What follows belongs to an exercise in optimizing a design on an open flow for small area, a short achievable clock period and few clock cycles per item; a production flow would make more cautious choices.
Only simulation tests tie the RTL to the original design; equivalence was not proved.

==> flow/design.v (excerpt) <==
module out_stage (
    input  wire        clk,
    input  wire        rst,           
    input  wire        cfg_we,
    input  wire [31:0] cfg_gain,      
    input  wire [1:0]  cfg_bits,      
    input  wire        cfg_rate_ok,   
    input  wire        sreset,
    input  wire        in_valid,
    output wire        in_ready,
    input  wire [31:0] in_data,
    output reg         out_valid,
    output reg  [31:0] out_data
);
    localparam [31:0] SEED_A = 32'd12345;
    localparam [31:0] SEED_B = 32'd67890;
    reg [1:0]  obits;
    reg        rate_ok;
    reg [31:0] sa, sb;
    function [4:0] tzc24;
        input [23:0] x;
        integer i;
        begin
            tzc24 = 5'd0;
            for (i = 23; i >= 0; i = i - 1)
                if (x[i]) tzc24 = i[4:0];
        end
    endfunction
    reg        v0;
    reg        as0;
    reg [8:0]  ae0;                 
    reg [23:0] am0;
    reg        gs;
    reg [8:0]  ge;
    reg [23:0] gm;
    reg        na, ng;              
    reg        rdy;
    wire       stall = v0 & (na | ng);
    wire       go    = v0 & ~stall;
    assign in_ready = rdy;
    wire       v0_n  = ~rst & (stall | in_valid);
    wire       na_n  = stall ? (na & ~am0[22])
                             : ((in_data[30:23] == 8'd0) & (in_data[22:0] != 23'd0));
    wire       ng_n  = rst ? 1'b0
  ...
clock: 45.0 ns
lec_check: 0
cap_margin: 20
core_margin: 2
core_utilization: 35
cts_cluster_diameter: 100
cts_cluster_size: 20
place_density: 0.6
setup_slack_margin: 1.5
slew_margin: 20
synth_hierarchical: 1
synth_minimum_keep_size: 0
run.sh (not shown) runs the stock make flow with config.mk's settings and CLKGATE_MAP_FILE= SYNTH_SCRIPT=/design/flow/synth_recipe.tcl, a recipe that flattens the netlist after the stock synthesis.
The baseline completed with no timing, DRC or antenna violations.
Testbench counts at the start, summed over its fixed seeds: cycles 33,024, items 32,768.
Change:
==> flow/flow/run.sh (new file) <==
#!/bin/bash
# The standard layout, with the port buffers that buffer_ports inserts on
# every input and output made sky130_fd_sc_hd__buf_2 cells instead of its
# default choice (a delay buffer). Everything else is standard.sh unchanged.
set -euo pipefail
export BUFFER_PORTS_ARGS="-buffer_cell sky130_fd_sc_hd__buf_2"
bash standard.sh finish > standard_flow.log 2>&1
==> flow/standard.sh (new file) <==
#!/bin/bash
# synth_recipe.tcl (not shown) runs the flow's synth.tcl, then flattens the netlist and writes it again
# the make line also repeats each setting of config.mk as NAME=value (left out here)
make -C /OpenROAD-flow-scripts/flow DESIGN_CONFIG=/design/flow/config.mk WORK_HOME=/design/flow/orfs CLKGATE_MAP_FILE= SYNTH_SCRIPT=/design/flow/synth_recipe.tcl "${@:-finish}"
removed: flow/run.sh
=> Synthesized cell count does not change. Clock skew is lower by 29 ps. Routed wire length is lower by 1.0%. Fmax stays flat.

* * *

Setup of job 101:
Another version of the RTL of out_stage (not shown whole).
Size in the first run: roughly 110 I/O pins.
export LEC_CHECK = 0
export CAP_MARGIN = 20
export CORE_MARGIN = 2
export CORE_UTILIZATION = 35
export CTS_CLUSTER_DIAMETER = 100
export CTS_CLUSTER_SIZE = 20
export GPL_TIMING_DRIVEN = 0
export PLACE_DENSITY = 0.6
export SETUP_SLACK_MARGIN = 1.5
export SLEW_MARGIN = 20
export SYNTH_HIERARCHICAL = 1
export SYNTH_MINIMUM_KEEP_SIZE = 0
create_clock -name core_clock -period 45.0 [get_ports {clk}]
Stock flow here: none of the scripts above is used.
Job 101 ran to completion and came out clean on the timing, design-rule and antenna checks.
Testbench counts of job 101, summed over its fixed seeds: cycles 33,024, items 32,768.
[inputs] job 102 vs job 101
Settings: clearing GPL_TIMING_DRIVEN, which used to be 0.
--- outcome ---
- Job 102 vs job 101 — clock skew dropped 0.0098 ns.
- Between job 102 and job 101, clock buffer count in the final layout is lower for job 101, job 102 comes in above that.
- Slew of the pin with the lowest slew margin ends up higher on job 101.
- Job 102 — detailed-route wire length per cell about 1.3% lower, job 101 as reference
- When job 102 is set beside job 101, its utilization after layout turns out to be 0.36 points smaller.
- | least setup slack across all paths after layout | job 102 vs job 101 | 0.15 ns higher |

static timing again, ports no longer ideal:
Ports are ideal in the flow. The routed layouts listed here were re-timed in OpenROAD.
Step 1, drivers: a clkbuf_16 drives clk and a buf_2 each remaining input, both assumed.
Step 2 also shifts input and output timing later by t, the mid clock arrival at the registers, as if the neighbouring blocks saw the same clock.
a / b / c = no drivers / after step 1 / after step 2; a / b = the first two.
run	t, ns	setup slack, ns	pins driven straight from the clock port
the first run of note 1	0.639	34.532 / 34.463 / 34.095	1
the second run of note 1	0.617	34.521 / 34.498 / 33.882	1
job 101	0.641	34.316 / 34.246 / 33.798	1
job 102	0.624	34.468 / 34.403 / 34.262	1
After both steps setup and hold are still met in every run listed. The setup slack of the second run of note 1, which loses most, moves by -0.023 ns with the drivers and by -0.639 ns with both steps.
